Context: an optimization exercise on an open-source flow, tuned for small area, a short achievable clock period and few clock cycles per item. The choices shown serve that exercise and are no tape-out recipe. RTL that was checked went through simulation tests only; none was proved equivalent to the original. Power figures rest on the tool's default switching activity, not on a simulated workload.

// fx25_kiss_enc
module fx25_kiss_enc (
    input  wire        clk,
    input  wire        rst,
    input  wire        chunk_valid,
    output reg         chunk_ready,
    input  wire [7:0]  chunk_len,
    input  wire [47:0] dst_call,      
    input  wire [3:0]  dst_ssid,
    input  wire [47:0] src_call,      
    input  wire [3:0]  src_ssid,
    input  wire        in_valid,
    output reg         in_ready,
    input  wire [7:0]  in_data,
    output reg         out_valid,
    input  wire        out_ready,
    output reg  [7:0]  out_data,
    output reg         out_last,
    output reg  [15:0] skip_count
);
    localparam [3:0] S_IDLE  = 4'd0,
                     S_CMD   = 4'd1,
                     S_TAG   = 4'd2,
                     S_HDR   = 4'd3,
                     S_CTL   = 4'd4,
                     S_PID   = 4'd5,
                     S_PAY   = 4'd6,
                     S_FCS0  = 4'd7,
                     S_FCS1  = 4'd8,
                     S_PAD   = 4'd9,
                     S_PAR   = 4'd10,
                     S_FEND1 = 4'd11;
    localparam [7:0] FEND = 8'hC0, FESC = 8'hDB, TFEND = 8'hDC, TFESC = 8'hDD;
    localparam [7:0] MAX_PAYLOAD = 8'd150;
    wire       len_ok = (chunk_len <= MAX_PAYLOAD);
    reg        dv;           
    reg [7:0]  owed;         
    reg [1:0]  pb_n;
    reg [7:0]  pb0, pb1;
    reg [3:0]  phase;
    reg [7:0]  cnt;
    reg        a_valid, a_rs, a_crc, a_par, a_cw, a_last;
    reg [7:0]  a;
  ...
For scale: roughly 1400 cells after synthesis, ~380 flip-flops.
clock: 5.0 ns
lec_check: 0
cap_margin: 20
core_margin: 2
core_utilization: 40
setup_slack_margin: 2.6
slew_margin: 20
run.sh (not shown) runs the stock make flow with config.mk's settings and CLKGATE_MAP_FILE= SYNTH_SCRIPT=/design/flow/synth_recipe.tcl, a recipe that flattens the netlist after the stock synthesis.
The first run completed with no timing, DRC or antenna violations.
Testbench counts at the start, summed over its fixed seeds: cycles 34,364, frames 128.
Rerun with:
--- a/flow/config.mk
+++ b/flow/config.mk
@@ -8,5 +8,6 @@
 export CAP_MARGIN = 20
 export CORE_MARGIN = 2
-export CORE_UTILIZATION = 40
-export SETUP_SLACK_MARGIN = 2.6
+export CORE_UTILIZATION = 60
+export CTS_BUF_LIST = sky130_fd_sc_hd__clkbuf_4
+export SETUP_SLACK_MARGIN = 2.8
 export SLEW_MARGIN = 20
=>
- routed wire length climbs by 1.4%
- fmax climbs by 3.1%
- cell area climbs by 0.41%
- global-route usage climbs by 8.8 points
- synthesized area does not change
- total power drops by 3.5%
- synthesized cell count does not change
- die area drops by about 33%
- clock skew climbs by 0.032 ns
Rerun with:
--- a/flow/config.mk
+++ b/flow/config.mk
@@ -9,5 +9,5 @@
 export CORE_MARGIN = 2
 export CORE_UTILIZATION = 60
-export CTS_BUF_LIST = sky130_fd_sc_hd__clkbuf_4
+export CTS_BUF_LIST = sky130_fd_sc_hd__clkbuf_8
 export SETUP_SLACK_MARGIN = 2.8
 export SLEW_MARGIN = 20
The new run went through all stages and came out clean.
Critical path depth grows by 1.
Count of clock-buffer cells in the layout drops by 71.
Worst setup slack gets better by 0.011 ns.
Cell count drops by about 3.4%.
Register-to-register slack is about the same.
Worst hold slack stays flat.

* * *

Another version of the RTL of fx25_kiss_enc (not shown whole).
Size: roughly 1300 cells after synthesis, ~380 flip-flops, about 150 I/O pins, roughly 0.018 mm2 of cells after synthesis.
clock: 5.0 ns
lec_check: 0
cap_margin: 20
core_margin: 2
core_utilization: 60
place_density: 0.8
setup_slack_margin: 2.8
slew_margin: 20
standard.sh (not shown) runs the stock make flow with config.mk's settings and CLKGATE_MAP_FILE= SYNTH_SCRIPT=/design/flow/synth_recipe.tcl, a recipe that flattens the netlist after the stock synthesis.
==> flow/flow/run.sh <==
#!/bin/bash
set -euo pipefail
export BUFFER_PORTS_ARGS="-buffer_cell sky130_fd_sc_hd__buf_1"
export CTS_ARGS="-sink_clustering_enable -repair_clock_nets -dont_use_dummy_load -buf_list sky130_fd_sc_hd__clkbuf_8 -sink_clustering_size 14 -sink_clustering_max_diameter 80"
bash standard.sh > standard_flow.log 2>&1
Testbench counts at the start, summed over its fixed seeds: cycles 34,444, frames 128.
Change:
Settings changed: SETUP_SLACK_MARGIN 2.8 to 2.85.
Outcome:
- first-iteration DRC count drops by roughly a tenth
- worst hold slack got worse by 0.013 ns
- cell area climbs by a few percent
- routed wire length climbs slightly
- total power climbs slightly
- maximum frequency climbs by a few percent

* * *

fx25_kiss_enc, a different RTL version from the one above (not shown whole).
Size: about 1,300 cells after synthesis, roughly 380 flip-flops, roughly 0.018 mm2 of cells after synthesis.
clock: 5.0 ns
lec_check: 0
cap_margin: 20
core_margin: 2
core_utilization: 60
setup_slack_margin: 2.6
slew_margin: 20
==> flow/flow/run.sh <==
#!/bin/bash
set -euo pipefail
export BUFFER_PORTS_ARGS="-buffer_cell sky130_fd_sc_hd__buf_1"
export CTS_ARGS="-sink_clustering_enable -repair_clock_nets -dont_use_dummy_load -buf_list sky130_fd_sc_hd__clkbuf_16 -sink_clustering_size 20 -sink_clustering_max_diameter 100"
bash standard.sh > standard_flow.log 2>&1
The first run went through all stages and came out clean.
Rerun with:
SETUP_SLACK_MARGIN = 2.8   (was 2.6)
TNS_END_PERCENT = 10   (was unset)
The new run produced a clean layout. Design area is higher by 1.5%. Hold slack hardly moves. Routed wire length goes up by 1.8%. Via count is higher by 0.85%. Global-route usage goes up by 0.14 points. Clock skew drops by 0.010 ns. Setup slack gets better by 0.054 ns.
No functional check of the RTL was part of any run of this note.

* * *

fx25_kiss_enc with an RTL version that a note above also has.
Size in the first run: ~380 flip-flops, about 150 I/O pins, roughly 18,000 µm² of cells after synthesis.
clock: 5.0 ns
lec_check: 0
cap_margin: 5
core_margin: 2
core_utilization: 60
setup_slack_margin: 2.8
slew_margin: 5
Scripts as last shown in full above: flow/flow/run.sh
Testbench counts at the start, summed over its fixed seeds: cycles 34,444, frames 128.
Rerun with:
==> flow/flow/run.sh (replaced) <==
#!/bin/bash
set -euo pipefail
export BUFFER_PORTS_ARGS="-buffer_cell sky130_fd_sc_hd__buf_1"
export CTS_ARGS="-sink_clustering_enable -repair_clock_nets -dont_use_dummy_load -buf_list sky130_fd_sc_hd__clkbuf_8 -sink_clustering_size 14 -sink_clustering_max_diameter 80"
bash standard.sh > standard_flow.log 2>&1
- CAP_MARGIN: 5 -> 20
- CORE_UTILIZATION: 60 -> 70
- PLACE_DENSITY: default -> 0.85
- SLEW_MARGIN: 5 -> 20
What happened: The changed run completed without violations; first-iteration DRC count went up by 29%; global-route usage went up by 4.7 points; register-to-register slack degrades by 40 ps; design area went down by about 1%.
Rerun with:
==> flow/flow/run.sh (replaced) <==
#!/bin/bash
set -euo pipefail
export BUFFER_PORTS_ARGS="-buffer_cell sky130_fd_sc_hd__buf_1"
export CTS_ARGS="-sink_clustering_enable -repair_clock_nets -dont_use_dummy_load -buf_list sky130_fd_sc_hd__clkbuf_16 -sink_clustering_size 20 -sink_clustering_max_diameter 100"
bash standard.sh > standard_flow.log 2>&1
- CORE_UTILIZATION: 70 -> 60
- PLACE_DENSITY: 0.85 -> default
- SETUP_SLACK_MARGIN: 2.8 -> 2.75
Result: The changed run completed without violations. Final cell count grows by 2.0%. Via count shrinks by about 2.8%. Total power grows by about 1.4%. Clock power grows by about 21%. Global-route usage shrinks by 4.1 points. Count of clock-buffer cells in the layout shrinks by 8. Routed wire length hardly moves. First-iteration DRC count shrinks by 22%. Core utilization shrinks by 10 points. Hold slack gets worse by 7.3 ps. Final area grows by about 0.55%.
Rerun with:
- PLACE_DENSITY: default -> 0.8
- SETUP_SLACK_MARGIN: 2.75 -> 2.8
The new run produced a clean layout.
Global-route usage rose by 0.68 points.
Final cell count went up by about 1%.
Final area rose by about 1.2%.
Rerun with:
- CORE_UTILIZATION: 60 -> 70
- PLACE_DENSITY: 0.8 -> default
- SETUP_SLACK_MARGIN: 2.8 -> 2.95
What happened: Worst hold slack loses 43 ps; worst setup slack barely changes; combinational power rises by about 13%; cell area rises by about 4.7%; non-clock buffer count rises by 64; global-route usage rises by 5.4 points; via count rises by about 7%; cell count rises by 0.64%; fmax stays flat.

* * *

Setup of run 1:
Another version of the RTL of fx25_kiss_enc (not shown whole).
For scale: roughly 1300 cells after synthesis, ~150 I/O pins, roughly 0.018 mm^2 of cells after synthesis.
Design fx25_kiss_enc, start of the top module:
module fx25_kiss_enc (
    input  wire        clk,
    input  wire        rst,
    input  wire        chunk_valid,
    output reg         chunk_ready,
    input  wire [7:0]  chunk_len,
    input  wire [47:0] dst_call,      
    input  wire [3:0]  dst_ssid,
    input  wire [47:0] src_call,      
    input  wire [3:0]  src_ssid,
    input  wire        in_valid,
    output reg         in_ready,
    input  wire [7:0]  in_data,
    output reg         out_valid,
    input  wire        out_ready,
    output reg  [7:0]  out_data,
    output reg         out_last,
    output reg  [15:0] skip_count
);
    localparam I_IDLE = 0, I_CMD = 1, I_TAG = 2, I_HDR = 3, I_CTL = 4, I_PID = 5,
               I_PAY = 6, I_FCS0 = 7, I_FCS1 = 8, I_PAD = 9, I_PAR = 10, I_FEND1 = 11;
    localparam [7:0] FEND = 8'hC0, FESC = 8'hDB, TFEND = 8'hDC, TFESC = 8'hDD;
    localparam [7:0] MAX_PAYLOAD = 8'd150;
    wire       len_ok = (chunk_len <= MAX_PAYLOAD);
    reg        dv;           
    reg [7:0]  owed;         
    reg        pb_v;
    reg [7:0]  pb0;
    reg [11:0] ph;
    reg [7:0]  cnt;
    reg [6:0]  jc;           
    reg        a_valid, a_rs, a_crc, a_par, a_cw, a_last;
    reg [7:0]  a;
    reg        b_valid, b_rs, b_par, b_cw, b_last;
    reg [7:0]  b;
    reg        esc_pend, esc_fend;
    reg        fl_on;
    reg        skip_evt;
    wire [15:0] crc, crc_next;
    wire [7:0]  par_out;
    wire [13:0] js;
    assign js[0] = !jc[6] && !jc[0];
    assign js[7] =  jc[6] &&  jc[0];
    genvar gi;
    generate
        for (gi = 1; gi < 7; gi = gi + 1) begin : g_js
            assign js[gi]     =  jc[gi-1] && !jc[gi];
            assign js[gi + 7] = !jc[gi-1] &&  jc[gi];
        end
    endgenerate
    wire [7:0] tag_byte = ({8{js[0]}} & 8'hCC) | ({8{js[1]}} & 8'h8F) |
                          ({8{js[2]}} & 8'h8A) | ({8{js[3]}} & 8'hE4) |
                          ({8{js[4]}} & 8'h85) | ({8{js[5]}} & 8'hE2) |
                          ({8{js[6]}} & 8'h98) | ({8{js[7]}} & 8'h01);
    wire [7:0] hdr_byte = ({8{js[0]}}  & {dst_call[46:40], 1'b0}) |
                          ({8{js[1]}}  & {dst_call[38:32], 1'b0}) |
  ...
==> flow/config.mk <==
export PLATFORM = sky130hd
export DESIGN_NAME = fx25_kiss_enc
export DESIGN_NICKNAME = fx25_kiss_enc
export VERILOG_FILES = /design/flow/design.v
export SDC_FILE = /design/flow/constraint.sdc
export NUM_CORES = 4
export LEC_CHECK = 0
export CAP_MARGIN = 20
export CORE_MARGIN = 2
export CORE_UTILIZATION = 70
export SETUP_SLACK_MARGIN = 2.85
export SLEW_MARGIN = 20
==> flow/constraint.sdc <==
create_clock -name core_clock -period 5.0 [get_ports {clk}]
set_input_delay 1.0000 -clock core_clock [delete_from_list [all_inputs] [get_ports {clk}]]
set_output_delay 1.0000 -clock core_clock [all_outputs]
set_load 0.01 [all_outputs]
==> flow/flow/run.sh <==
#!/bin/bash
set -euo pipefail
export BUFFER_PORTS_ARGS="-buffer_cell sky130_fd_sc_hd__buf_1"
export CTS_ARGS="-sink_clustering_enable -repair_clock_nets -dont_use_dummy_load -buf_list sky130_fd_sc_hd__clkbuf_16 -sink_clustering_size 20 -sink_clustering_max_diameter 100"
bash standard.sh > standard_flow.log 2>&1
diff inputs: run 1 => run 2
- SETUP_SLACK_MARGIN: 2.85 -> 2.7
- CORE_UTILIZATION: 70 -> 60
### Flow results
Run 2 completed end to end with timing, DRC and antenna clean. Of run 2 and run 1, the run reporting the lower relative area change from synthesis to final layout was run 2. The core of run 2 is less densely filled than that of run 1. Run 2 vs run 1: number of buffer and inverter stages on the critical path up in run 2. [compare] base=run 1 new=run 2: filler cell count rose about 53%; maximum single-stage delay on the critical path fell 370 ps; total wirelength of the detailed-routed design fell 10%.
--- input diff run 2..run 3 ---
- SETUP_SLACK_MARGIN changed from 2.7 to 2.8
- CORE_UTILIZATION changed from 60 to 65
Findings:
Reported for run 3 and run 2, TritonCTS sink count turned out identical to the last digit. Taking run 2 as the reference, in run 3 global-route usage higher; delay of the slowest cell on the worst path increased by 230 ps relative to the old numbers; area added between synthesis and finish rose by 0.93 points. [diff] worst hold slack, run 3 relative to run 2: improvement. Note that the area of the die recorded for run 2 amounts to 1.08 times the value seen in run 3. [compare] base=run 2 new=run 3: minimum setup slack in the final design went down; global placer's final weighted congestion went up; met3 wirelength from detailed routing went up. In run 3 the global-route track usage on met3 turned out 0.77 points higher than in run 2.
No run of this note included a check of the RTL's function; only the layout flow was run.

==> afterwards: timing with drivers on the ports <==
The results above use ideal ports. As a check the final layouts listed here were re-extracted and re-timed, cells and wires unchanged. Step 1 assumes that a clkbuf_16 drives the clock port and a buf_2 every other input. Step 2 times the ports against the registers' clock, not the clock port: input delays grow and output delays shrink by t, the midpoint of the rising clock arrivals with the driver on. Slacks: ideal ports / drivers / drivers and shift; pairs: ideal ports / drivers.
run | t (ns) | setup WS [ns] | worst setup path after step 2 | clock arrival spread, ns | pins driven straight from the clock port
the first run of note 1 | 0.611 | 2.666 / 2.666 / 2.108 | input to register | 0.021 / 0.022 | 1
the second run of note 1 | 0.784 | 2.737 / 2.696 / 2.062 | input to register | 0.057 / 0.056 | 1
the third run of note 1 | 0.621 | 2.748 / 2.748 / 2.240 | input to register | 0.045 / 0.044 | 1
the first run of note 2 | 0.632 | 2.780 / 2.762 / 2.301 | input to register | 0.069 / 0.070 | 1
the second run of note 2 | 0.637 | 2.846 / 2.801 / 2.353 | input to register | 0.036 / 0.036 | 1
the first run of note 3 | 0.570 | 2.646 / 2.664 / 2.095 | input to register | 0.037 / 0.037 | 1
the second run of note 3 | 0.568 | 2.701 / 2.701 / 2.248 | input to register | 0.031 / 0.031 | 1
the first run of note 4 | 0.549 | 2.836 / 2.833 / 2.340 | input to register | 0.048 / 0.047 | 1
the second run of note 4 | 0.619 | 2.798 / 2.798 / 2.238 | input to register | 0.057 / 0.057 | 1
the third run of note 4 | 0.561 | 2.815 / 2.765 / 2.342 | input to register | 0.058 / 0.058 | 1
the fourth run of note 4 | 0.573 | 2.846 / 2.796 / 2.342 | input to register | 0.066 / 0.066 | 1
the fifth run of note 4 | 0.577 | 2.844 / 2.793 / 2.431 | input to register | 0.049 / 0.050 | 1
run 1 | 0.554 | 2.767 / 2.767 / 2.382 | input to register | 0.056 / 0.056 | 1
run 2 | 0.562 | 2.770 / 2.774 / 2.235 | input to register | 0.045 / 0.045 | 1
run 3 | 0.564 | 2.757 / 2.757 / 2.297 | input to register | 0.074 / 0.074 | 1
After both steps every run listed still meets setup and hold. The setup slack of the second run of note 1, which loses most, moves by -0.041 ns with the drivers and by -0.675 ns with both steps.
